From an optimization exercise on the open Yosys and OpenROAD flow, aimed at small area, a short achievable clock period and few clock cycles per item; shortcuts taken in it are not production practice.
RTL that was checked went through simulation tests only; none was proved equivalent to the original.
Power and IR drop assume default switching activity.

==> flow/design.v <==
module monarco_conv (
    input  wire        clk,
    input  wire        rst,
    input  wire        in_valid,
    output wire        in_ready,
    input  wire [31:0] in_word,
    input  wire [63:0] in_payload,
    output reg         out_valid,
    input  wire        out_ready,
    output reg  [15:0] out_code,
    output reg  [2:0]  out_status,
    output reg  [1:0]  out_warn
);
    reg        busy;
    reg        first;     
    reg        op_duty, op_aout, op_freq;
    reg        c_resv, c_idx, c_den0, c_num0;
    reg        ph_mul;    
    reg        ph_cmp;    
    reg        ph_div;    
    reg        ph_eq;     
    reg        ph_fin;    
    reg        ph_shf;    
    reg        ph_xit;    
    reg [3:0]  cnt;
    reg        cnt0;      
    reg        s_divd, s_divn, s_sub2d, s_prep;
    reg        s1_add2d, s1_add4d, s1_sub2d;
    reg        s2_add2d, s2_add4d, s2_sub2d;
    reg        s2_corr;   
    reg signed [32:0] R;
    reg [23:0] L;
    reg [31:0] D;         
    reg [31:0] N;         
    reg [3:0]  m10;       
    wire [7:0]  opcode = in_word[31:24];
    wire [3:0]  index  = in_word[3:0];
    wire [31:0] num    = in_payload[63:32];
    wire [31:0] den    = in_payload[31:0];
    wire is_duty = (opcode == 8'h12);
    wire is_freq = (opcode == 8'h13);
    wire is_aout = (opcode == 8'h14);
    wire known   = op_duty | op_aout | op_freq;
    wire num_neg = N[31];
    wire special = ~known | c_resv | c_idx | c_den0 | num_neg | c_num0 | (op_freq & D[31]);
    reg [20:0] sres;      
    always @(*) begin
        if (!known)                 sres = {3'd1, 18'd0};
        else if (c_resv)            sres = {3'd2, 18'd0};
        else if (c_idx)             sres = {3'd3, 18'd0};
        else if (c_den0)            sres = {3'd4, 18'd0};
        else if (op_duty & num_neg) sres = {3'd4, 18'd0};
        else if (op_aout & num_neg) sres = {3'd0, 2'b01, 16'd0};
        else                        sres = 21'd0;    
    end
    wire        sdiv  = s_divd | s_divn;
    wire [31:0] V     = s_divd ? D : N;              
    wire        l1    = sdiv & L[23];
    wire [35:0] A1    = {{2{R[32]}}, R, l1};
    wire        nz12  = |R[11:0];
    wire [35:0] B1    = ({36{sdiv}}     & ~{4'd0, V})
                      | ({36{s_sub2d | s1_sub2d}} & ~{3'd0, D, 1'b0})
                      | ({36{s1_add2d}} &  {3'd0, D, 1'b0})
                      | ({36{s1_add4d}} &  {2'd0, D, 2'b0})
                      | ({36{s_prep}}   & ~{16'd0, R[31:12], nz12});
    wire        c1    = sdiv | s_sub2d | s1_sub2d | (s_prep & ~nz12);
    wire [35:0] S1    = A1 + B1 + {35'd0, c1};
    wire        q1    = ~S1[35];                      
    wire signed [32:0] Rd1 = q1 ? S1[32:0] : {R[31:0], L[23]};    
    wire signed [32:0] Rm1 = S1[35:3];                            
    wire signed [32:0] R1  = ph_div ? Rd1 : Rm1;
    wire        l2    = sdiv & ~s2_corr & L[22];
    wire [35:0] A2    = {{2{R1[32]}}, R1, l2};
    wire [35:0] B2    = ({36{sdiv & ~s2_corr}} & ~{4'd0, V})
                      | ({36{s2_corr}}  & ~{3'd0, N, 1'b0})
                      | ({36{s2_sub2d}} & ~{3'd0, D, 1'b0})
                      | ({36{s2_add2d}} &  {3'd0, D, 1'b0})
                      | ({36{s2_add4d}} &  {2'd0, D, 2'b0});
    wire        c2    = sdiv | s2_sub2d;
    wire [35:0] S2    = A2 + B2 + {35'd0, c2};
    wire        q2    = ~S2[35];
    wire signed [32:0] Rd2 = q2 ? S2[32:0] : {R1[31:0], L[22]};
    wire signed [32:0] Rm2 = S2[35:3];
    wire        ta   = (m10 >= 4'd5);
    wire [4:0]  va   = {m10, q1};
    wire [3:0]  ma   = ta ? (va - 5'd10) : va[3:0];
    wire        tb   = (ma >= 4'd5);
    wire [4:0]  vb   = {ma, q2};
    wire [3:0]  mb   = tb ? (vb - 5'd10) : vb[3:0];
    reg fast;
    integer j;
    always @(*) begin
        fast = 1'b0;
        for (j = 1; j <= 22; j = j + 1)
            fast = fast | (((D >> j) == 32'd0) & ((N >> (j + 9)) != 32'd0));
    end
    wire [14:0] qdm  = L[14:0] - 15'd1;
    wire [15:0] qd   = q2 ? {L[14:0], q1} : (q1 ? {L[14:0], 1'b0} : {qdm, 1'b1});
    wire [15:0] ta16 = {L[13:0], ta, tb};
    wire        a_hi = (ta16 >= 16'd4095);
    wire [20:0] ares = a_hi ? {3'd0, 2'b10, 16'd4095} : {5'd0, ta16};
    wire [22:0] Z    = L[22:0];
    wire        rz   = (R[31:0] == 32'd0);
    wire f_lt1  = (Z > 23'd8000000) | ((Z == 23'd8000000) & ~rz);
    wire f_t1   = (Z > 23'd800000)  | ((Z == 23'd800000)  & ~rz);
    wire f_t2   = (Z > 23'd80000)   | ((Z == 23'd80000)   & ~rz);
    wire f_t3   = (Z > 23'd8000)    | ((Z == 23'd8000)    & ~rz);
    wire f_hi   = (Z < 23'd80)      | ((Z == 23'd80)      & rz);
    reg  [15:0] fcode;
    always @(*) begin
        if (f_lt1 | f_hi) fcode = 16'd0;
        else if (f_t1)    fcode = {Z[22:9], 2'd3};
        else if (f_t2)    fcode = {Z[19:6], 2'd2};
        else if (f_t3)    fcode = {Z[16:3], 2'd1};
        else              fcode = {Z[13:0], 2'd0};
    end
    wire fin_div = ph_div & (op_aout | op_duty) & cnt0;
    wire fin_ok  = fin_div | ph_fin | ph_eq | ph_xit;
    wire fin_sp  = first & special;
    wire fin     = busy & (fin_sp | (~first & fin_ok));
    wire slot_free = ~out_valid | out_ready;
    assign in_ready = ~busy | (fin & slot_free);
    wire accept    = in_valid & in_ready;
    wire stall     = fin & ~slot_free;
    wire done      = fin & slot_free;
    wire step      = busy & ~stall;
    reg [20:0] res;
    always @(*) begin
        if (first)        res = sres;
        else if (fin_div) res = ares;
        else if (ph_eq)   res = (rz & ~L[0]) ? {5'd0, 16'hFFFF} : {3'd4, 18'd0};
        else if (ph_fin)  res = {5'd0, fcode};
        else              res = op_aout ? {3'd0, 2'b10, 16'd4095} : 21'd0;    
    end
    always @(posedge clk) begin
        if (rst) begin
            busy      <= 1'b0;
            out_valid <= 1'b0;
            first     <= 1'b0;
            ph_mul <= 1'b0; ph_cmp <= 1'b0; ph_div <= 1'b0; ph_eq <= 1'b0;
            ph_fin <= 1'b0; ph_xit <= 1'b0; ph_shf <= 1'b0;
            s_divd <= 1'b0; s_divn <= 1'b0; s_sub2d <= 1'b0; s_prep <= 1'b0;
            s1_add2d <= 1'b0; s1_add4d <= 1'b0; s1_sub2d <= 1'b0;
            s2_add2d <= 1'b0; s2_add4d <= 1'b0; s2_sub2d <= 1'b0; s2_corr <= 1'b0;
        end else begin
            if (out_valid & out_ready)
                out_valid <= 1'b0;
            if (done)
                out_valid  <= 1'b1;
            if (accept) begin
                busy    <= 1'b1;
                first   <= 1'b1;
                D       <= den;
                N       <= num;
                op_duty <= is_duty;
                op_aout <= is_aout;
                op_freq <= is_freq;
                c_resv  <= |in_word[23:4];
                c_idx   <= is_duty ? (index[3:2] != 2'b00) : (index[3:1] != 3'b000);
                c_den0  <= (den == 32'd0);
                c_num0  <= (num == 32'd0);
                ph_mul  <= ~is_duty;
                ph_div  <= is_duty;
                ph_cmp  <= 1'b0; ph_eq <= 1'b0; ph_fin <= 1'b0; ph_xit <= 1'b0; ph_shf <= 1'b0;
                s_divd  <= is_duty;
                s_divn  <= 1'b0;
                s_prep  <= is_aout;
                s_sub2d <= 1'b0;
                s1_add4d <= ~is_duty & ~is_aout;
                s1_add2d <= 1'b0; s1_sub2d <= 1'b0;
                s2_add2d <= 1'b0; s2_add4d <= 1'b0; s2_sub2d <= 1'b0; s2_corr <= 1'b0;
                cnt     <= is_duty ? 4'd8 : 4'd0;
                cnt0    <= 1'b0;
            end else if (step) begin
                first <= 1'b0;
                if (done) begin
                    busy <= 1'b0;
                    ph_mul <= 1'b0; ph_cmp <= 1'b0; ph_div <= 1'b0; ph_eq <= 1'b0;
                    ph_fin <= 1'b0; ph_xit <= 1'b0; ph_shf <= 1'b0;
                    s_divd <= 1'b0; s_divn <= 1'b0; s_sub2d <= 1'b0; s_prep <= 1'b0;
                    s1_add2d <= 1'b0; s1_add4d <= 1'b0; s1_sub2d <= 1'b0;
                    s2_add2d <= 1'b0; s2_add4d <= 1'b0; s2_sub2d <= 1'b0; s2_corr <= 1'b0;
                end else if (ph_mul) begin
                    cnt <= cnt + 4'd1;
                    s_prep <= 1'b0;
                    if (op_aout) begin
                        ph_mul <= 1'b0; ph_cmp <= 1'b1; s_sub2d <= 1'b1;
                    end else begin
                        case (cnt[1:0])
                        2'd0: begin    
                            s1_add4d <= 1'b0; s1_add2d <= 1'b1; s1_sub2d <= 1'b0;
                            s2_add4d <= 1'b0; s2_add2d <= 1'b0; s2_sub2d <= 1'b0;
                        end
                        2'd1: begin    
                            s1_add4d <= 1'b1; s1_add2d <= 1'b0; s1_sub2d <= 1'b0;
                            s2_add4d <= 1'b1; s2_add2d <= 1'b0; s2_sub2d <= 1'b0;
                        end
                        2'd2: begin    
                            s1_add4d <= 1'b0; s1_add2d <= 1'b0; s1_sub2d <= 1'b1;
                            s2_add4d <= 1'b1; s2_add2d <= 1'b0; s2_sub2d <= 1'b0;
                        end
                        default: begin
                            s1_add4d <= 1'b0; s1_add2d <= 1'b0; s1_sub2d <= 1'b0;
                            s2_add4d <= 1'b0; s2_add2d <= 1'b0; s2_sub2d <= 1'b0;
                            ph_mul <= 1'b0;
                            if (fast) begin
                                ph_shf <= 1'b1;
                            end else begin
                                ph_div <= 1'b1; s_divn <= 1'b1;
                                cnt  <= 4'd11;
                            end
                        end
                        endcase
                    end
                end else if (ph_shf) begin
                    ph_shf <= 1'b0;
                    ph_div <= 1'b1; s_divn <= 1'b1;
                    cnt    <= 4'd6;
                end else if (ph_cmp) begin
                    ph_cmp  <= 1'b0;
                    s_sub2d <= 1'b0;
                    if (q1) begin
                        ph_xit <= 1'b1;
                    end else begin
                        ph_div <= 1'b1; s_divd <= 1'b1;
                        cnt  <= 4'd7;
                        cnt0 <= 1'b0;
                    end
                end else if (ph_div) begin
                    cnt <= cnt - 4'd1;
                    cnt0 <= (cnt == 4'd1);
                    if (op_duty & (cnt == 4'd8) & q1) begin
                        ph_div <= 1'b0; ph_eq <= 1'b1; s_divd <= 1'b0;
                    end else if (op_freq & (cnt == 4'd11) & q1) begin
                        ph_div <= 1'b0; ph_xit <= 1'b1; s_divn <= 1'b0;
                    end else if (cnt0) begin
                        ph_div <= 1'b0; s_divd <= 1'b0; s_divn <= 1'b0;
                        ph_fin <= 1'b1;                  
                    end else if (op_duty & (cnt == 4'd1)) begin
                        s2_corr <= 1'b1;
                    end
                end
            end
        end
    end
    wire fin_duty = ~first & fin_div & op_duty;
    always @(posedge clk) begin
        if (done & fin_duty)
            {out_status, out_warn, out_code} <= {5'd0, qd};
        else if (done)
            {out_status, out_warn, out_code} <= res;
    end
    wire upd   = ~accept & step & ~done;
    wire r_div = upd & ph_div;
    wire r_mul = upd & ph_mul;
    wire r_shf = upd & ph_shf;
    always @(posedge clk) begin
        if (r_div) begin
            R   <= Rd2;
            L   <= {L[21:0], op_aout ? ta : q1, op_aout ? tb : q2};
            m10 <= mb;
        end else if (r_mul) begin
            R   <= Rm2;
            L   <= op_aout ? {S2[2:1], S1[2:1], (~N[11:0]) + 12'd1, 8'd0}
                           : {S2[2:1], S1[2:1], L[23:4]};
        end else if (r_shf) begin
            R   <= {R[22:0], L[23:14]};
            L   <= {L[13:0], 10'd0};
        end else if (accept) begin
            R   <= is_duty ? {2'b00, num[31:1]} : (is_aout ? {1'b0, num} : 33'd0);
            L   <= {is_duty & num[0], 23'd0};
            m10 <= 4'd0;
        end
    end
endmodule
Settings: LEC_CHECK=0, ABC_CLOCK_PERIOD_IN_PS=7000, CAP_MARGIN=20, CORE_MARGIN=2, CORE_UTILIZATION=40, SETUP_SLACK_MARGIN=3, SLEW_MARGIN=20; clock period 10.0 ns.
run.sh (not shown) runs the stock make flow with config.mk's settings and CLKGATE_MAP_FILE= SYNTH_SCRIPT=/design/flow/synth_recipe.tcl, a recipe that flattens the netlist after the stock synthesis.
The first run finished clean.
==> next run, changes <==
--- a/flow/design.v
+++ b/flow/design.v
@@ -12,12 +12,13 @@
     output reg  [1:0]  out_warn
 );
     reg        busy;
     reg        first;     
     reg        op_duty, op_aout, op_freq;
     reg        c_resv, c_idx, c_den0, c_num0;
+    reg        nz12;      
     reg        ph_mul;    
     reg        ph_cmp;    
     reg        ph_div;    
     reg        ph_eq;     
     reg        ph_fin;    
     reg        ph_shf;    
@@ -54,13 +55,12 @@
         else                        sres = 21'd0;    
     end
     wire        sdiv  = s_divd | s_divn;
     wire [31:0] V     = s_divd ? D : N;              
     wire        l1    = sdiv & L[23];
     wire [35:0] A1    = {{2{R[32]}}, R, l1};
-    wire        nz12  = |R[11:0];
     wire [35:0] B1    = ({36{sdiv}}     & ~{4'd0, V})
                       | ({36{s_sub2d | s1_sub2d}} & ~{3'd0, D, 1'b0})
                       | ({36{s1_add2d}} &  {3'd0, D, 1'b0})
                       | ({36{s1_add4d}} &  {2'd0, D, 2'b0})
                       | ({36{s_prep}}   & ~{16'd0, R[31:12], nz12});
     wire        c1    = sdiv | s_sub2d | s1_sub2d | (s_prep & ~nz12);
@@ -156,12 +156,13 @@
                 op_aout <= is_aout;
                 op_freq <= is_freq;
                 c_resv  <= |in_word[23:4];
                 c_idx   <= is_duty ? (index[3:2] != 2'b00) : (index[3:1] != 3'b000);
                 c_den0  <= (den == 32'd0);
                 c_num0  <= (num == 32'd0);
+                nz12    <= |num[11:0];
                 ph_mul  <= ~is_duty;
                 ph_div  <= is_duty;
                 ph_cmp  <= 1'b0; ph_eq <= 1'b0; ph_fin <= 1'b0; ph_xit <= 1'b0; ph_shf <= 1'b0;
                 s_divd  <= is_duty;
                 s_divn  <= 1'b0;
                 s_prep  <= is_aout;
The changed run went through all stages and came out clean.
Clock power decreases by 8.9%.
Power increases by 2.8%.
Via count decreases by 3.2%.
Critical path depth increases by 3.
Die area decreases by 3.4%.
Worst hold slack stays flat.
Final cell count decreases by 2.8%.
Clock skew increases by 0.0044 ns.
Maximum frequency decreases by 0.63%.
Core utilization increases by 0.79 points.
Testbench counts after the change, summed over its fixed seeds: cycles 66,471, items 8,000.
Only the layout flow was run in the first run of this note; the RTL was not checked for function there.

-- static timing again, ports no longer ideal --
The flow's constraints put no driver on any port. The routed layouts listed below were extracted and timed again, unchanged, in two steps.
Step 1: set_driving_cell puts a clkbuf_16 on clk and a buf_2 on each other input, an assumption about the parent block.
Step 2 adds t to the input delays and takes it off the output delays; t is the mean of the earliest and latest rising clock arrival at the registers after step 1. Input paths then give back, and output paths get back, about the clock's delay inside the block.
Slacks: no drivers / after step 1 / after step 2; pairs: no drivers / after step 1.
run	shift t [ns]	setup WS [ns]	latest minus earliest clock arrival (ns)
the first run	0.548	3.100 / 3.100 / 3.100	0.013 / 0.013
the second run	0.515	3.056 / 3.056 / 3.056	0.018 / 0.018
After both steps setup and hold are still met in every run listed.
